Background: an optimization exercise with open tools, aiming at small area, a short achievable clock period and few clock cycles per item. Do not read the settings as production practice. No run shown here included a check of the RTL's function; only the layout flow was run. Power figures rest on the tool's default switching activity, not on a simulated workload.

File: run.sh
#!/bin/bash
# synth_recipe.tcl (not shown) runs the flow's synth.tcl, then flattens the netlist and writes it again
# the make line also repeats each setting of config.mk as NAME=value (left out here)
make -C /OpenROAD-flow-scripts/flow DESIGN_CONFIG=/design/flow/config.mk WORK_HOME=/design/flow/orfs CLKGATE_MAP_FILE= SYNTH_SCRIPT=/design/flow/synth_recipe.tcl finish
File: config.mk
export PLATFORM = sky130hd
export DESIGN_NAME = fpc_sink
export DESIGN_NICKNAME = fpc_sink
export VERILOG_FILES = /design/flow/design.v
export SDC_FILE = /design/flow/constraint.sdc
export NUM_CORES = 4
export LEC_CHECK = 0
export ABC_CLOCK_PERIOD_IN_PS = 3000
export CAP_MARGIN = 20
export CORE_MARGIN = 2
export CORE_UTILIZATION = 40
export SETUP_SLACK_MARGIN = 5
export SLEW_MARGIN = 20
File: constraint.sdc
create_clock -name core_clock -period 8.0 [get_ports {clk}]
set_input_delay 1.6000 -clock core_clock [delete_from_list [all_inputs] [get_ports {clk}]]
set_output_delay 1.6000 -clock core_clock [all_outputs]
set_load 0.01 [all_outputs]
File: design.v
module fpc_sink (
    input  wire        clk,
    input  wire        rst,
    input  wire        in_valid,
    output wire        in_ready,
    input  wire [31:0] in_data,       
    input  wire [2:0]  in_nbytes,     
    input  wire        in_sop,        
    input  wire        in_eop,        
    input  wire        in_fd,         
    input  wire        in_keep,       
    output reg         out_valid,
    input  wire        out_ready,
    output wire [10:0] out_apid,
    output wire [2:0]  out_ver,
    output wire        out_type,
    output wire        out_shf,
    output wire [1:0]  out_sf,
    output wire [13:0] out_cnt,
    output wire [16:0] out_len,
    output wire [31:0] out_rx,
    output wire        out_short,
    output wire        out_long,
    output wire        out_no_trailer,
    output reg         out_crc_fail,
    output reg         out_saved,
    output wire [15:0] out_crc_rx,
    output wire [15:0] out_crc_calc,
    output wire        out_fd,
    output wire        out_group_end,
    output reg  [31:0] cnt_saved,
    output reg  [31:0] cnt_crcfail
);
    function [15:0] crc_rem48(input [47:0] v);
        reg [47:0] r;
        integer k;
        begin
            r = v;
            for (k = 47; k >= 16; k = k - 1)
                if (r[k])
                    r[k-16 +: 17] = r[k-16 +: 17] ^ 17'h11021;
            crc_rem48 = r[15:0];
        end
    endfunction
    function [31:0] inc32(input [31:0] x);
        integer i;
        begin
            for (i = 0; i < 32; i = i + 1)
                inc32[i] = x[i] ^ (&(x | ~((32'd1 << i) - 32'd1)));
        end
    endfunction
    function [31:0] dec32(input [31:0] x);
        integer i;
        begin
            for (i = 0; i < 32; i = i + 1)
                dec32[i] = x[i] ^ ~(|(x & ((32'd1 << i) - 32'd1)));
        end
    endfunction
    function [7:0] lane(input [31:0] d, input [1:0] i);
        case (i)
            2'd0: lane = d[31:24];
            2'd1: lane = d[23:16];
            2'd2: lane = d[15:8];
            default: lane = d[7:0];
        endcase
    endfunction
    function [2:0] min3(input [2:0] x, input [2:0] y);
        min3 = (x < y) ? x : y;
    endfunction
    reg        rdy;           
    assign in_ready = rdy;
    wire acc = in_valid & rdy;
    reg [2:0]  hc;            
    reg [31:0] hdr;           
    reg [16:0] len;           
    wire [2:0] i_hc0   = in_sop ? 3'd0 : hc;
    wire       i_hopen = (i_hc0 != 3'd6);
    wire [2:0] i_a     = i_hopen ? min3(in_nbytes, 3'd6 - i_hc0) : 3'd0;
    wire [2:0] i_m     = in_nbytes - i_a;
    wire       i_hdone = i_hopen && ({1'b0, i_hc0} + {1'b0, in_nbytes} >= 4'd6);
    function hb_in(input [2:0] n, input [2:0] h0, input [2:0] nb);
        hb_in = (h0 <= n) && ({1'b0, n} < {1'b0, h0} + {1'b0, nb});
    endfunction
    reg        b_v;
    reg [31:0] b_data;
    reg [1:0]  b_a;           
    reg [2:0]  b_m;           
    reg        b_hdone;       
    reg        b_sop, b_eop, b_fd, b_keep;
    reg [16:0] rem;           
    reg [2:0]  rem7;          
    reg        shrt;          
    reg        lng;           
    reg        nt;            
    reg [31:0] rx;
    reg [7:0]  trl_hi, trl_lo;
    reg        r_fd, r_keep;
    assign out_ver        = hdr[31:29];
    assign out_type       = hdr[28];
    assign out_shf        = hdr[27];
    assign out_apid       = hdr[26:16];
    assign out_sf         = hdr[15:14];
    assign out_cnt        = hdr[13:0];
    assign out_group_end  = hdr[15];
    assign out_len        = len;
    assign out_rx         = rx;
    assign out_short      = shrt;
    assign out_long       = lng;
    assign out_no_trailer = nt;
    assign out_crc_rx     = {trl_hi, trl_lo};
    assign out_fd         = r_fd;
    wire [2:0]  len7  = (len[15:3] != 13'd0 || len[2:0] == 3'd7) ? 3'd7 : len[2:0] + 3'd1;
    wire [31:0] l_inc16 = inc32({16'd0, len[15:0]});
    wire [2:0]  qs    = b_hdone ? len7 : rem7;            
    wire        nt0   = b_hdone ? (len[15:0] == 16'd0) : nt;
    wire [2:0]  qp    = (qs >= 3'd2) ? qs - 3'd2 : 3'd0;   
    wire [2:0]  p     = shrt ? min3(b_m, qp) : 3'd0;
    wire        th_in = shrt && (qs >= 3'd2) && (qp < b_m);
    wire        tl_in = shrt && !nt0 && (qs - 3'd1 < b_m);
    wire [1:0]  th_ln = b_a + qs[1:0] - 2'd2;
    wire [1:0]  tl_ln = b_a + qs[1:0] - 2'd1;
    wire        to_full = shrt && (b_m != 3'd0) && (b_m >= qs);              
    wire        to_long = (b_m != 3'd0) && (!shrt || (b_m > qs));
    wire        r_brw  = (rem[3:0] < {1'b0, b_m});
    wire [4:0]  r_lo   = {1'b0, rem[3:0]} - {2'd0, b_m};
    wire [31:0] r_dec  = dec32({19'd0, rem[16:4]});
    wire [16:0] rem_n  = {r_brw ? r_dec[12:0] : rem[16:4], r_lo[3:0]};
    wire [4:0]  l_lo   = {1'b0, len[3:0]} + 5'd1 - {2'd0, b_m};    
    wire        l_cry  = (l_lo == 5'd16);
    wire        l_brw  = l_lo[4] && !l_cry;
    wire [31:0] l_inc  = inc32({20'd0, len[15:4]});
    wire [31:0] l_dec  = dec32({20'd0, len[15:4]});
    wire [16:0] len_m  = {l_cry ? l_inc[12:0] : l_brw ? l_dec[12:0] : {1'b0, len[15:4]},
                          l_lo[3:0]};
    wire [16:0] rem_x  = b_hdone ? len_m : rem_n;
    wire        r_hi   = (rem[16:4] != 13'd0);
    wire        l_hi   = (len[15:4] != 12'd0);
    wire [2:0]  r_s7   = (r_hi || r_lo[4] || r_lo[3]) ? 3'd7 : r_lo[2:0];
    wire [2:0]  l_s7   = (l_hi || l_lo[4] || l_lo[3]) ? 3'd7 : l_lo[2:0];
    wire [2:0]  rem7_n = b_hdone ? l_s7 : r_s7;
    wire [3:0]  x_lo  = {1'b0, rx[2:0]} + {1'b0, b_m};
    wire [28:0] x_up  = inc32({3'd0, rx[31:3]});
    wire        x_sat = x_lo[3] && (rx[31:3] == 29'h1FFF_FFFF);
    wire [31:0] rx_n  = b_sop ? 32'd0 : x_sat ? 32'hFFFF_FFFF :
                        {x_lo[3] ? x_up : rx[31:3], x_lo[2:0]};
    wire [31:0] d_al  = b_data << {b_a, 3'b000};
    wire [31:0] d_msk = {(p > 3'd0) ? 8'hFF : 8'h00, (p > 3'd1) ? 8'hFF : 8'h00,
                         (p > 3'd2) ? 8'hFF : 8'h00, (p > 3'd3) ? 8'hFF : 8'h00};
    reg [31:0] c_data;
    reg [4:0]  c_p;           
    reg        c_sop, c_eop;
    reg [15:0] crc;
    assign out_crc_calc = crc;
    wire [47:0] cx = {crc ^ c_data[31:16], c_data[15:0], 16'd0};
    wire [47:0] cv = ({48{c_p[0]}} & (cx >> 32)) |
                     ({48{c_p[1]}} & (cx >> 24)) |
                     ({48{c_p[2]}} & (cx >> 16)) |
                     ({48{c_p[3]}} & (cx >> 8))  |
                     ({48{c_p[4]}} & cx);
    wire [15:0] crc_nx = crc_rem48(cv);
    reg        d_v;
    wire       v_fill  = (hdr[26:16] == 11'h7FF);
    wire       v_ok    = !nt && ({trl_hi, trl_lo} == crc);
    wire       v_fail  = !shrt && !v_ok;
    wire       v_saved = !shrt && (v_ok || r_keep);
    wire [31:0] cs_inc = inc32(cnt_saved);
    wire [31:0] cf_inc = inc32(cnt_crcfail);
    always @(posedge clk) begin
        b_data  <= in_data;
        b_a     <= i_a[1:0];
        b_m     <= i_m;
        b_hdone <= i_hdone;
        b_sop   <= in_sop;
        b_eop   <= in_eop;
        b_fd    <= in_fd;
        b_keep  <= in_keep;
        if (acc) begin
            hc <= i_hc0 + i_a;
            if (in_sop ? (in_nbytes > 3'd0) : hb_in(3'd0, hc, in_nbytes))
                hdr[31:24] <= in_data[31:24];
            if (in_sop ? (in_nbytes > 3'd1) : hb_in(3'd1, hc, in_nbytes))
                hdr[23:16] <= in_sop ? in_data[23:16] : lane(in_data, 2'd1 - hc[1:0]);
            if (in_sop ? (in_nbytes > 3'd2) : hb_in(3'd2, hc, in_nbytes))
                hdr[15:8]  <= in_sop ? in_data[15:8]  : lane(in_data, 2'd2 - hc[1:0]);
            if (in_sop ? (in_nbytes > 3'd3) : hb_in(3'd3, hc, in_nbytes))
                hdr[7:0]   <= in_sop ? in_data[7:0]   : lane(in_data, 2'd3 - hc[1:0]);
            if (!in_sop && hb_in(3'd4, hc, in_nbytes))
                len[15:8]  <= lane(in_data, 2'd0 - hc[1:0]);
            if (!in_sop && hb_in(3'd5, hc, in_nbytes)) begin
                len[7:0]   <= lane(in_data, 2'd1 - hc[1:0]);
                len[16]    <= 1'b0;
            end
        end
        if (b_v) begin
            if (b_hdone) begin
                len <= l_inc16;
                nt  <= nt0;
            end
            rem  <= rem_x;
            rem7 <= rem7_n;
            shrt <= b_sop || (shrt && !to_full);
            lng  <= !b_sop && (lng || to_long);
            rx   <= rx_n;
            if (b_sop) begin
                trl_hi <= 8'd0;
                trl_lo <= 8'd0;
            end else begin
                if (th_in) trl_hi <= lane(b_data, th_ln);
                if (tl_in) trl_lo <= lane(b_data, tl_ln);
            end
            if (b_eop) begin
                r_fd   <= b_fd;
                r_keep <= b_keep;
            end
        end
        c_data <= d_al & d_msk;
        c_p    <= b_v ? (5'd1 << p) : 5'd1;
        c_sop  <= b_v && b_sop;
        c_eop  <= b_v && b_eop;
        if (c_sop)
            crc <= 16'hFFFF;
        else
            crc <= crc_nx;
        if (d_v && !v_fill) begin
            out_crc_fail <= v_fail;
            out_saved    <= v_saved;
        end
        if (rst) begin
            rdy         <= 1'b1;
            b_v         <= 1'b0;
            c_sop       <= 1'b0;
            c_eop       <= 1'b0;
            d_v         <= 1'b0;
            out_valid   <= 1'b0;
            cnt_saved   <= 32'd0;
            cnt_crcfail <= 32'd0;
        end else begin
            b_v <= acc;
            d_v <= c_eop;
            if (acc && in_eop)
                rdy <= 1'b0;
            if (out_valid && out_ready) begin
                out_valid <= 1'b0;
                rdy       <= 1'b1;
            end
            if (d_v) begin
                if (v_fill) begin
                    rdy <= 1'b1;
                end else begin
                    out_valid <= 1'b1;
                    if (v_fail && cnt_crcfail != 32'hFFFF_FFFF)
                        cnt_crcfail <= cf_inc;
                    if (v_saved && cnt_saved != 32'hFFFF_FFFF)
                        cnt_saved <= cs_inc;
                end
            end
        end
    end
endmodule
==> results.tsv, run 1 <==
metric	value	unit
root_buffer	clkbuf_16	
clockBufferDepth	3	
wire_per_inst	19.4	um
die_w	209	um
fin_nets	2191	
critPathMostFrequentCell	ha_4	
tns	0	ps
finalInstanceArea	23500	um2
drtIter0Drc	1379	
start_util	40.3	%
finalHoldViolations	0	
via_per_inst	5.44	
powerDensity	392	nW/um2
crit_arrival	3780	ps
rows	75	
portBuffers	228	
postSynthAreaPerCell	9.63	um2
run_status	finished clean	
synth_ff_type	dfxtp_1	
cp_slowest_stage_delay	510	ps
cts_tree	yes	
synth-edff-count	110	
die_height	209	um
finalCritPeriodShare	43.6	%
hold_class	reg2reg	
ant_nets	0	
h-tree-depth	2	
dp_hpwl	35500	um
fillers	3657	
clock.fmax	287	MHz
clkTransAtPathRegs	60	ps
gp_congestion	0.869	
p_sw_share	39.3	%
netlist_top_cells_area	dfxtp_1 (22%), edfxtp_1 (20%), ha_1 (5.2%)	
crit_chain	buf_16 -> nor2_4 -> ha_4 -> xnor2_4 -> inv_2 -> ha_4 -> nand3b_1 -> nand2_2 -> nand2_2 -> a21oi_4 -> ha_4 -> inv_2 -> fa_2 -> inv_1	
synth.distinct_cells	76	
ys_seq_elements	292	
tightest_slew	1000	ps
wl	51200	um
drc_errors	0	
place_area	19900	um2
worstSkewPairLatency	540	ps
rsz0062_at_grt	yes	
crit_slowest_cell	fa_2	
clockPowerShare	17.9	%
worstPathMaxFanout	5	
worstSetupPathType	in2reg	
critPathTopFamily	adder cells	
leakage	9.58	nW
grt_pass1_wl	78100	um
pwr-share-comb	56.3	%
seqCellArea	7070	um2
netlist.area_leader.share	21.7	%
core	41700	um2
grt_pass1_vias	13700	
syn_inst	1742	
maxSlewViolCount	0	
num_vias	14400	
synth_top_area_cell	dfxtp_1	
area_growth	39.9	%
crit_buf_inv	4	
antenna_found_initial	0	
postCtsHoldBufs	0	
syn-num-nets	1862	
worst_setup_path_start_kind	primary input	
finalClockSkew	15.6	ps
crit_path_end_kind	flip-flop	
pre_cts_ws	3140	ps
die_area	43600	um2
firstDrtPassIters	12	
finalCriticalPeriod	3490	ps
grt_max_degree	71	
io_pins	229	
cts.sinks	292	
p_seq_share	25.8	%
setup-violations-final	0	
synthTopCellsByCount	dfxtp_1 (182), nor2_1 (162), nand2_1 (148), a21oi_1 (112), edfxtp_1 (110)	
grt_usage	22.6	%
overflow	0	
power.internal	5.58	mW
drv_cap	0	
multi_input_area	10700	um2
worst_ir_drop_vdd	0.215	mV
diodes	0	
async_flop_share	0	%
yosysSeqAreaShare	41.4	%
yosysWarnings	1	
relSlewSlack	33.2	%
numCtsBuffers	35	
p_sw	3.62	mW
netlist_area	16800	um2
drive_above_1_share	24.6	%
synth_most_common_cell	dfxtp_1	
layout_setup_ws	4510	ps
worstPathRequired	8300	ps
[routing by layer]
layer	up-vias	part of all wire [%]	global-route usage (%)
met1	6848	44	30.6
met4	0	3.4	7.98
met2	516	47	36.6
met5	-	0	0
met3	97	5.9	3.67
li1	6897	-	-
[state kept, by name, summed over array words and instances, names as in the netlist, 16 cells and up]
name,flops
b_data,32
c_data,32
cnt_crcfail,32
cnt_saved,32
hdr,32
rx,32
len,17
rem,17
crc,16
[final cells by class]
cell class	instances	area share [%]
multi-input combinational	1287	45.7
sequential	292	30.1
timing repair buffer	381	14.9
clock buffer	47	4.49
tap	539	2.87
inverter	73	1.24
clock inverter	17	0.677
timing repair inverter	1	0.0320
[final timing paths]
kind           from     to  slack [ps]  cells past startpoint
max reg2reg   hc[0]  hc[1]        4590                     15
min reg2reg    b_fd   r_fd         410                      0
max          in_sop  hc[1]        4510                     14
min            b_fd   r_fd         410                      0
[power by group through the flow]
stage | logic, mW | registers (mW) | clock network, mW
3_3_place_gp | 3.85 | 2.29 | 0
5_1_grt | 5.61 | 2.41 | 1.75
4_1_cts | 4.39 | 2.34 | 1.69
6_report | 5.18 | 2.37 | 1.65
2_1_floorplan | 3.01 | 2.18 | 0
3_5_place_dp | 3.91 | 2.29 | 0
[placed cells by master (no fill, tap or decap), types with 44 or more instances in the layout]
cell,instances
dlygate4sd2_1,186
nor2_1,153
nand2_1,133
dfxtp_1,131
buf_4,123
edfxtp_1,110
a21oi_1,101
xnor2_1,78
xor2_1,78
inv_1,58
ha_1,52
mux2i_1,51
and2_1,44
[worst reg2reg max path, delay by kind of cell (launching register included)]
kind                       cells  cell delay, ps
buffers and inverters          5             820
xor gates and xnor gates       1             130
DFF                            1             340
and+or+nand+nor                4             570
adders and majority gates      4            1140
AOI/OAI and AO/OA              1             190
[metrics by stage]
step	cells	utilization, %	total power, mW	hold WS, ps
2_1_floorplan	1742	-	5.18	386
3_3_place_gp	2435	47.9	6.13	389
3_5_place_dp	2435	47.9	6.19	397
4_1_cts	2576	53.8	8.42	411
5_1_grt	2637	56.3	9.76	417
6_report	2637	56.3	9.20	407
[repair_timing]
item                       CTS  global route
gates resized for setup    391           105
setup endpoints to repair  418           194
buffers inserted            72            60
gates cloned                 5             1
pin swaps                   58            66
[cells by family after synthesis]
logic type | count (synthesis) | share of synthesized area (%)
buffers and inverters | 164 | 3.73
adders and majority gates | 77 | 6.06
and+or+nand+nor | 587 | 16.8
xor gates and xnor gates | 215 | 12.9
AOI/OAI and AO/OA | 326 | 12.8
DFF | 292 | 41.4
muxes | 81 | 6.26
==> inputs of run 2 (changes only) <==
--- a/config.mk
+++ b/config.mk
@@ -5,9 +5,7 @@
 export SDC_FILE = /design/flow/constraint.sdc
 export NUM_CORES = 4
 export LEC_CHECK = 0
-export ABC_CLOCK_PERIOD_IN_PS = 3000
 export CAP_MARGIN = 20
 export CORE_MARGIN = 2
 export CORE_UTILIZATION = 40
-export SETUP_SLACK_MARGIN = 5
 export SLEW_MARGIN = 20
==> run 2 against run 1 <==
Sequential power down 7%. Area after synthesis unchanged. Design area down 11%. Fmax down 31%. Still clean.
==> results.tsv, run 2 <==
metric	value	unit	change
grt_usage	21.2	%	-1.4 points
syn_inst	1742		unchanged
drtIter0Drc	1232		-11%
cp_slowest_stage_delay	710	ps	+200 ps
relSlewSlack	22.5	%	-11 points
root_buffer	clkbuf_16		
worstSkewPairLatency	550	ps	about the same
overflow	0		unchanged
dp_hpwl	34700	um	-2.1%
crit_slowest_cell	o22ai_1		
fin_nets	2053		-6.3%
crit_path_end_kind	flip-flop		
netlist_top_cells_area	dfxtp_1 (22%), edfxtp_1 (20%), ha_1 (5.2%)		
clockPowerShare	21.8	%	+3.9 points
post-cts-setup-buffers	0		-100%
die_height	209	um	unchanged
drv_cap	0		unchanged
p_sw_share	40.0	%	+0.62 points
finalCriticalPeriod	5040	ps	+1560 ps
worst_setup_path_start_kind	flip-flop		
critPathTopFamily	compound AO/OA/AOI/OAI gates		
run_status	finished clean		
post_cts_resized	0		-100%
r2r_start	b_hdone		
hold_end	r_fd		
netlist_area	16800	um2	unchanged
core	41700	um2	unchanged
grt_pass1_wl	73600	um	-5.7%
finalClockSkew	24.3	ps	+8.72 ps
postSynthAreaPerCell	9.63	um2	unchanged
clock.fmax	198	MHz	-31%
fillers	3855		+5.4%
most-common-layout-cells	clkdlybuf4s50_1 (226), dfxtp_1 (181), nor2_1 (162), nand2_1 (148), a21oi_1 (112)		
synth-edff-count	110		unchanged
final_common_cell	clkdlybuf4s50_1		
via_per_inst	5.45		about the same
hold_class	reg2reg		
start_util	40.3	%	unchanged
setup-violations-final	0		unchanged
powerDensity	373	nW/um2	-4.9%
worstPathMaxFanout	37		+32
synth_most_common_cell	dfxtp_1		
synth_ff_type	dfxtp_1		
pwr-share-comb	49.7	%	-6.6 points
syn-num-nets	1862		unchanged
worstPathRequired	8380	ps	+80 ps
gp_congestion	0.892		+2.6%
drive_above_1_share	6.94	%	-18 points
drc_errors	0		unchanged
die_w	209	um	unchanged
tightest_slew	1150	ps	+149 ps
ys_seq_elements	292		unchanged
total_power	7.74	mW	-16%
crit_buf_inv	2		-2
worst_ir_drop_vdd	0.246	mV	+14%
clkTransAtPathRegs	60	ps	about the same
rsz0062_at_grt	no		
numCtsBuffers	35		unchanged
async_flop_share	0	%	unchanged
worstHoldPathCells	0		unchanged
io_pins	229		unchanged
cts.sinks	292		unchanged
finalHoldViolations	0		unchanged
netlist.area_leader.share	21.7	%	unchanged
worstSetupPathType	reg2reg		
synth_top_area_cell	dfxtp_1		
yosysWarnings	1		unchanged
postCtsHoldBufs	0		unchanged
leakage	7.97	nW	-17%
rows	75		unchanged
p_sw	3.09	mW	-14%
portBuffers	228		unchanged
power.internal	4.65	mW	-17%
rrSetupSlack	2960	ps	-1630 ps
die_area	43600	um2	unchanged
area_growth	23.8	%	
synthTopCellsByCount	dfxtp_1 (182), nor2_1 (162), nand2_1 (148), a21oi_1 (112), edfxtp_1 (110)		
startpoint	b_hdone		
synth.distinct_cells	76		unchanged
firstDrtPassIters	8		-4
grt_pass1_vias	13100		-4.5%
wl	47300	um	-7.6%
hold_path.startpoint	b_fd		
grt_max_degree	71		unchanged
clockBufferDepth	3		unchanged
tns	0	ps	unchanged
yosysSeqAreaShare	41.4	%	unchanged
p_seq_share	28.5	%	+2.7 points
finalCritPeriodShare	63.0	%	+19 points
reg2regPathDepth	16		+1
ant_nets	0		unchanged
num_vias	13600		-5.2%
crit_chain	buf_4 -> nor4b_1 -> nand4_1 -> o22ai_1 -> inv_1 -> ha_1 -> a21boi_0 -> or2_2 -> ha_1 -> a21oi_1 -> o21ai_0 -> nand2_1 -> o22ai_1 -> o21a_1 -> nor2_1 -> a211oi_1		
maxSlewViolCount	0		unchanged
antenna_found_initial	1		+1
whs	405	ps	-2.93 ps
cts_tree	yes		
h-tree-depth	2		unchanged
crit_arrival	5420	ps	+1640 ps
wire_per_inst	18.9	um	-2.5%
r2r_end	c_data[31]		
[run 2: cell types whose count changed in the layout (fill, tap and decap cells not counted), moves of 15 or more]
cell / previous run / this run
buf_4: 123 / 16
buf_6: 17 / 0
clkdlybuf4s50_1: 37 / 226
dfxtp_1: 131 / 181
dfxtp_2: 29 / 1
dfxtp_4: 22 / 0
dlygate4sd2_1: 186 / 0
ha_1: 52 / 70
ha_4: 17 / 0
nand2_1: 133 / 148
nor3_1: 39 / 56
o21ai_0: 35 / 50
xnor2_1: 78 / 99
[run 2: cell families after synthesis]
logic type,after synthesis,share of synthesized area (%)
buffers and inverters,164,3.73
and+or+nand+nor,587,16.8
adders and majority gates,77,6.06
AOI/OAI and AO/OA,326,12.8
DFF,292,41.4
xor gates and xnor gates,215,12.9
muxes,81,6.26
[run 2: stage by stage]
stage                     utilization, %  cells  cell area [um2]  setup slack [ps]
after floorplan                        -   1742            16800              3380
after global placement              46.8   2434            19500              2710
after detailed placement            46.8   2435            19500              2520
after CTS                           49.8   2498            20800              3090
after global routing                49.9   2499            20800              2390
final                               49.9   2499            20800              2960
[run 2: worst max-delay path by stage]
stage,endpoint,slack [ps],depth (start not counted)
finish,c_data[31],2960,16
global route,c_data[31],2390,16
CTS,c_data[31],3090,16
detailed placement,hc[2],2520,13
global placement,hc[2],2710,13
floorplan,hc[2],3380,13
[run 2: area by class of cell]
class	instances	area (um2)	share of cell area, %
Sequential cell	292	6950	33.4
Clock buffer	50	1110	5.34
Clock inverter	13	136	0.656
Tap cell	539	674	3.25
Inverter	73	274	1.32
Timing Repair Buffer	245	2410	11.6
Multi-Input combinational cell	1286	9230	44.4
Antenna cell	1	2.50	0.0120
[run 2: per-layer routing]
layer | global-route usage [%] | vias up | wire length, um
met5 | 0 | - | 0
met4 | 8.50 | 0 | 1740
met3 | 3.53 | 89 | 2760
met2 | 33.3 | 451 | 21200
met1 | 29.1 | 6469 | 21500
li1 | - | 6599 | -
[run 2: worst register-to-register path: stages, from the launching register on]
cell,delay [ps]
dfxtp_1,310
buf_4,340
nor4b_1,420
nand4_1,310
o22ai_1,710
inv_1,130
ha_1,210
a21boi_0,340
or2_2,200
ha_1,250
a21oi_1,200
o21ai_0,240
nand2_1,130
o22ai_1,130
o21a_1,310
nor2_1,530
a211oi_1,120
[run 2: power by group through the flow]
stage          Sequential, mW  Clock [mW]  Combinational, mW
2_1_floorplan            2.16           0               2.84
3_3_place_gp             2.23           0               3.75
3_5_place_dp             2.23           0               3.82
4_1_cts                  2.20        1.74               3.85
5_1_grt                  2.24        1.78               4.25
6_report                 2.20        1.69               3.85

-- separate check: timing with driven ports --
The results above use ideal ports. As a check the final layouts listed here were re-extracted and re-timed, cells and wires unchanged. Step 1, drivers: a clkbuf_16 drives clk and a buf_2 each remaining input, both assumed. Step 2 times the ports against the registers' clock, not the clock port: input delays grow and output delays shrink by t, the midpoint of the rising clock arrivals with the driver on. Slacks: ideal ports / drivers / drivers and shift; pairs: ideal ports / drivers.
run	shift t [ns]	setup WS [ns]	clock arrival spread, ns
run 1	0.586	4.514 / 4.456 / 3.870	0.016 / 0.016
run 2	0.599	2.958 / 2.958 / 2.430	0.027 / 0.027
After both steps setup and hold are still met in every run listed. For run 1, which loses most, drivers alone change the setup slack by -0.058 ns; drivers and shift together by -0.644 ns.
